Background: an optimization exercise with open tools, aiming at small area, a short achievable clock period and few clock cycles per item. Do not read the settings as production practice.
Where RTL was checked, it was by simulation tests only, not by an equivalence proof against the original.
Power and IR drop assume default switching activity.

## lane 2
Design ats_sensor_scan, start of the top module:
module ats_sensor_scan (
    input  wire        clk,
    input  wire        rst,           
    input  wire        start,         
    input  wire [15:0] now,           
    input  wire [7:0]  max_temp,      
    input  wire [7:0]  dis_temp,      
    output reg         ready,
    output reg  [7:0]  adc_en,        
    input  wire [15:0] adc_raw,       
    output reg         done,          
    output wire [63:0] readings,      
    output reg  [7:0]  max_reading,
    output reg         overheat
);
    localparam [15:0] DC_THRESHOLD = 16'd1000;
    localparam [15:0] SC_THRESHOLD = 16'd64000;
    localparam [15:0] TIMEOUT      = 16'd100;     
    localparam [7:0] DISCONNECTED   = 8'h7F;
    localparam [7:0] SHORT_CIRCUIT  = 8'h80;
    localparam [7:0] OTHER_ERROR    = 8'h81;
    localparam [7:0] LIMIT_DISABLED = 8'h80;
    reg  [3:0] cnt;               
    reg        proc;              
    reg  [7:0] chan;              
    reg        wr;                
    reg        fresh;
    reg        ld;                
    wire accept = start & ready;
    reg  [3:0] cnt_n;
    always @(*) begin
        if (accept)               cnt_n = 4'd1;
        else if (cnt == 4'd11)    cnt_n = 4'd0;
        else if (cnt != 4'd0)     cnt_n = cnt + 4'd1;
        else                      cnt_n = 4'd0;
    end
    wire [7:0] chan_rd = {chan[5:0], chan[7:6]};    
    reg [15:0] now_q;             
    reg [15:0] t_prev;            
    reg        g_pend;            
    reg [15:0] g_since;
    reg [7:0]  hi_q, lo_q;
    reg [15:0] raw_q;
    always @(posedge clk) begin
        raw_q <= adc_raw;
        if (ld) begin
  ...
Settings: LEC_CHECK=0, CAP_MARGIN=30, CORE_MARGIN=2, CORE_UTILIZATION=40, CTS_CLUSTER_DIAMETER=120, CTS_CLUSTER_SIZE=24, SLEW_MARGIN=20; clock period 17.0 ns.
standard.sh (not shown) runs the stock make flow with config.mk's settings and CLKGATE_MAP_FILE= SYNTH_SCRIPT=/design/flow/synth_recipe.tcl, a recipe that flattens the netlist after the stock synthesis.
==> flow/flow/run.sh <==
#!/bin/bash
# Own flow: the standard layout (standard.sh, unchanged synthesis), with
#  - the port buffers made of plain buffers.
# The whole make output goes to flow.log in the work folder; ORFS keeps each
# step's own log under orfs/logs/.
set -euo pipefail
export SETUP_SLACK_MARGIN="${SETUP_SLACK_MARGIN_OWN:-12}"
export TNS_END_PERCENT=100
export BUFFER_PORTS_ARGS="-buffer_cell sky130_fd_sc_hd__buf_2"
bash standard.sh > flow.log 2>&1
The inputs of lane 3 differ from those of lane 2 as listed below.
--- a/flow/design.v
+++ b/flow/design.v
@@ -1,18 +1,18 @@
 module ats_sensor_scan (
     input  wire        clk,
     input  wire        rst,           
     input  wire        start,         
     input  wire [15:0] now,           
     input  wire [7:0]  max_temp,      
     input  wire [7:0]  dis_temp,      
     output reg         ready,
-    output reg  [7:0]  adc_en,        
+    output wire [7:0]  adc_en,        
     input  wire [15:0] adc_raw,       
     output reg         done,          
     output wire [63:0] readings,      
     output reg  [7:0]  max_reading,
     output reg         overheat
 );
     localparam [15:0] DC_THRESHOLD = 16'd1000;
     localparam [15:0] SC_THRESHOLD = 16'd64000;
     localparam [15:0] TIMEOUT      = 16'd100;     
@@ -28,19 +28,20 @@
     reg        ld;                
     wire accept = start & ready;
     reg  [3:0] cnt_n;
     always @(*) begin
         if (accept)               cnt_n = 4'd1;
         else if (cnt == 4'd11)    cnt_n = 4'd0;
         else if (cnt != 4'd0)     cnt_n = cnt + 4'd1;
         else                      cnt_n = 4'd0;
     end
-    wire [7:0] chan_rd = {chan[5:0], chan[7:6]};    
+    reg        rd_act;            
+    assign adc_en = {8{rd_act}} & {chan[6:0], chan[7]};
     reg [15:0] now_q;             
     reg [15:0] t_prev;            
     reg        g_pend;            
     reg [15:0] g_since;
     reg [7:0]  hi_q, lo_q;
     reg [15:0] raw_q;
     always @(posedge clk) begin
         raw_q <= adc_raw;
         if (ld) begin
@@ -48,30 +49,30 @@
             hi_q   <= max_temp;
             lo_q   <= dis_temp;
         end
         if (cnt == 4'd10)
             t_prev <= now_q;
         if (rst) begin
             cnt    <= 4'd0;
             ready  <= 1'b1;
             ld     <= 1'b1;
-            adc_en <= 8'd0;
+            rd_act <= 1'b0;
             proc   <= 1'b0;
             done   <= 1'b0;
             chan   <= 8'd1;
             wr     <= 1'b0;
             fresh  <= 1'b1;
         end else begin
             cnt    <= cnt_n;
             ready  <= ~accept & (ready | (cnt == 4'd10));
             ld     <= (cnt_n == 4'd0) | (cnt_n == 4'd11);
-            adc_en <= (accept | (cnt != 4'd0 && cnt < 4'd8)) ? chan_rd : 8'd0;
-            proc   <= (adc_en != 8'd0);
+            rd_act <= accept | (cnt != 4'd0 && cnt < 4'd8);
+            proc   <= rd_act;
             done   <= (cnt == 4'd10);
             chan   <= {chan[6:0], chan[7]};
             wr     <= proc;
             if (done) fresh <= 1'b0;
         end
     end
     reg [7:0]  rd [0:7];
     reg        r_pdc   [0:7];
     reg        r_psc   [0:7];
- [lane 3 vs lane 2] wire length of the first global-routing pass: lower in lane 3
- Compared to lane 2, the router laid down less metal wire for lane 3.
- Taking lane 2 as the reference point, the switching part of the total of lane 3 falls by 0.89 points.
- Taking lane 2 as the reference, in lane 3 total via count after detailed routing now sits lower; share of cell area taken by muxes after synthesis now sits higher; arithmetic-cell share of the synthesized area counting full adders, half adders and majority gates now sits at about the same level; final clock period utilization by the worst path now sits higher.
- Between lane 2 and lane 3, the clock-buffer cell count is lower for lane 3.
- Sequential fraction of the synthesis area on lane 3 is up relative to lane 2.
- Re part of the total power dissipated in combinational logic: lane 2 and lane 3 aren't equal, and the lower value belongs to lane 3.
- Between lane 2 and lane 3, total leakage power is higher for lane 2, lane 3 comes in under that.
- Lane 3 vs lane 2 — wire length per cell after detailed routing dropped by a few percent
- Lane 3 | stages: all done | timing, DRC, antenna: all pass
- Fmax: lane 3 lower than lane 2
Function was not checked in any run of this note: the RTL went through the layout flow alone.

## the previous run
ats_sensor_scan, a different RTL version from the one above (not shown whole).
Size in the first run: ~260 flip-flops.
clock: 17.0 ns
lec_check: 0
cap_margin: 30
core_margin: 2
core_utilization: 40
slew_margin: 20
Scripts as last shown in full above: flow/flow/run.sh
Every stage of the flow completed for the previous run, and the final layout passed the timing, DRC and antenna checks.
Testbench counts of the previous run, summed over its fixed seeds: cycles 35,208, scans 3,200.
Inputs modified between the previous run and the current run:
--- a/flow/design.v
+++ b/flow/design.v
@@ -17,28 +17,29 @@
     localparam [15:0] SC_THRESHOLD = 16'd64000;
     localparam [15:0] TIMEOUT      = 16'd100;     
     localparam [7:0] DISCONNECTED   = 8'h7F;
     localparam [7:0] SHORT_CIRCUIT  = 8'h80;
     localparam [7:0] OTHER_ERROR    = 8'h81;
     localparam [7:0] LIMIT_DISABLED = 8'h80;
     reg  [3:0] cnt;               
     reg        proc;              
-    reg  [2:0] chan;              
+    reg  [7:0] chan;              
+    reg        wr;                
     reg        fresh;
     reg        ld;                
     wire accept = start & ready;
     reg  [3:0] cnt_n;
     always @(*) begin
         if (accept)               cnt_n = 4'd1;
         else if (cnt == 4'd11)    cnt_n = 4'd0;
         else if (cnt != 4'd0)     cnt_n = cnt + 4'd1;
         else                      cnt_n = 4'd0;
     end
-    wire [2:0] chan_rd = chan + 3'd2;     
+    wire [7:0] chan_rd = {chan[5:0], chan[7:6]};    
     reg [15:0] now_q;             
     reg [15:0] t_prev;            
     reg [7:0]  hi_q, lo_q;
     reg [15:0] raw_q;
     always @(posedge clk) begin
         raw_q <= adc_raw;
         if (ld) begin
             now_q  <= now;
@@ -49,40 +50,49 @@
             t_prev <= now_q;
         if (rst) begin
             cnt    <= 4'd0;
             ready  <= 1'b1;
             ld     <= 1'b1;
             adc_en <= 8'd0;
             proc   <= 1'b0;
             done   <= 1'b0;
-            chan   <= 3'd0;
+            chan   <= 8'd1;
+            wr     <= 1'b0;
             fresh  <= 1'b1;
         end else begin
             cnt    <= cnt_n;
             ready  <= ~accept & (ready | (cnt == 4'd10));
             ld     <= (cnt_n == 4'd0) | (cnt_n == 4'd11);
-            adc_en <= (accept | (cnt != 4'd0 && cnt < 4'd8)) ? (8'd1 << chan_rd) : 8'd0;
+            adc_en <= (accept | (cnt != 4'd0 && cnt < 4'd8)) ? chan_rd : 8'd0;
             proc   <= (adc_en != 8'd0);
             done   <= (cnt == 4'd10);
-            chan   <= chan + 3'd1;
+            chan   <= {chan[6:0], chan[7]};
+            wr     <= proc;
             if (done) fresh <= 1'b0;
         end
     end
     reg [7:0]  rd [0:7];
     reg        r_pdc   [0:7];
     reg        r_psc   [0:7];
     reg [6:0]  r_wait  [0:7];
     genvar gi;
     generate
         for (gi = 0; gi < 8; gi = gi + 1) begin : g_rd
             assign readings[8*gi +: 8] = rd[gi];
         end
     endgenerate
-    wire [7:0]  rd_old  = fresh ? OTHER_ERROR : rd[chan];
+    reg  [7:0]  rd_cur;
+    integer j;
+    always @(*) begin
+        rd_cur = 8'd0;
+        for (j = 0; j < 8; j = j + 1)
+            rd_cur = rd_cur | ({8{chan[j]}} & rd[j]);
+    end
+    wire [7:0]  rd_old  = fresh ? OTHER_ERROR : rd_cur;
     wire        pdc     = ~fresh & r_pdc[0];
     wire        psc     = ~fresh & r_psc[0];
     wire [6:0]  waited  = r_wait[0];
     wire dc_cond = (raw_q < DC_THRESHOLD);
     wire sc_cond = (raw_q > SC_THRESHOLD);
     wire dc_lat  = (rd_old == DISCONNECTED);
     wire sc_lat  = (rd_old == SHORT_CIRCUIT);
     wire [15:0] gap = now_q - t_prev;
@@ -5141,18 +5151,18 @@
                        sc_lat_n          ? SHORT_CIRCUIT :
                        (pdc_n | psc_n)   ? rd_old :
                                            cv_out;
     reg [7:0] r_q;
     integer i;
     always @(posedge clk) begin
         r_q <= r_new;
         for (i = 0; i < 8; i = i + 1)
-            if (proc && chan == i[2:0])
-                rd[i] <= r_new;
+            if (wr && chan[(i + 1) % 8])
+                rd[i] <= r_q;
         for (i = 0; i < 7; i = i + 1) begin
             r_pdc[i]   <= r_pdc[i+1];
             r_psc[i]   <= r_psc[i+1];
             r_wait[i]  <= r_wait[i+1];
         end
         if (proc) begin
             r_pdc[7]   <= pdc_n;
             r_psc[7]   <= psc_n;
Findings:
The wire length after detailed routing in the current run was higher than what the previous run gave. Post-synthesis xor/xnor area fraction essentially unchanged between the previous run and the current run. The current run vs the previous run — register cell area after layout climbed slightly. Note that the distinct cell type count of the synthesized netlist recorded for the current run amounts to 1.17 times the value seen in the previous run. [compare] base=the previous run new=the current run: maximum fanout encountered on the critical timing path increased by 1 relative to the old numbers, final worst-path cycle share closely matched the old numbers.
Testbench counts of the current run, summed over its fixed seeds: cycles 35,208, scans 3,200.

[static timing again, ports no longer ideal]
How much do the figures lean on ideal ports? The routed layouts below were timed once more, with nothing changed but the port constraints. Step 1 sets driving cells, clkbuf_16 on the clock port and buf_2 on the other inputs (assumed; they add their load-dependent delay and slew). Step 2 adds t to the input delays and takes it off the output delays; t is the mean of the earliest and latest rising clock arrival at the registers after step 1. Input paths then give back, and output paths get back, about the clock's delay inside the block. Slacks: ideal ports / drivers / drivers and shift; pairs: ideal ports / drivers.
run	t, ns	setup slack, ns	worst setup path at the end	latest minus earliest clock arrival (ns)	pins driven straight from the clock port
lane 2	0.563	12.455 / 12.396 / 12.476	input to register	0.024 / 0.024	1
lane 3	0.555	12.101 / 12.047 / 12.507	input to register	0.031 / 0.031	1
the previous run	0.643	12.330 / 12.271 / 12.409	register to register	0.023 / 0.024	1
the current run	0.625	12.348 / 12.290 / 12.121	input to register	0.013 / 0.013	1
After both steps setup and hold are still met in every run listed. The setup slack of the current run, which loses most, moves by -0.058 ns with the drivers and by -0.227 ns with both steps.
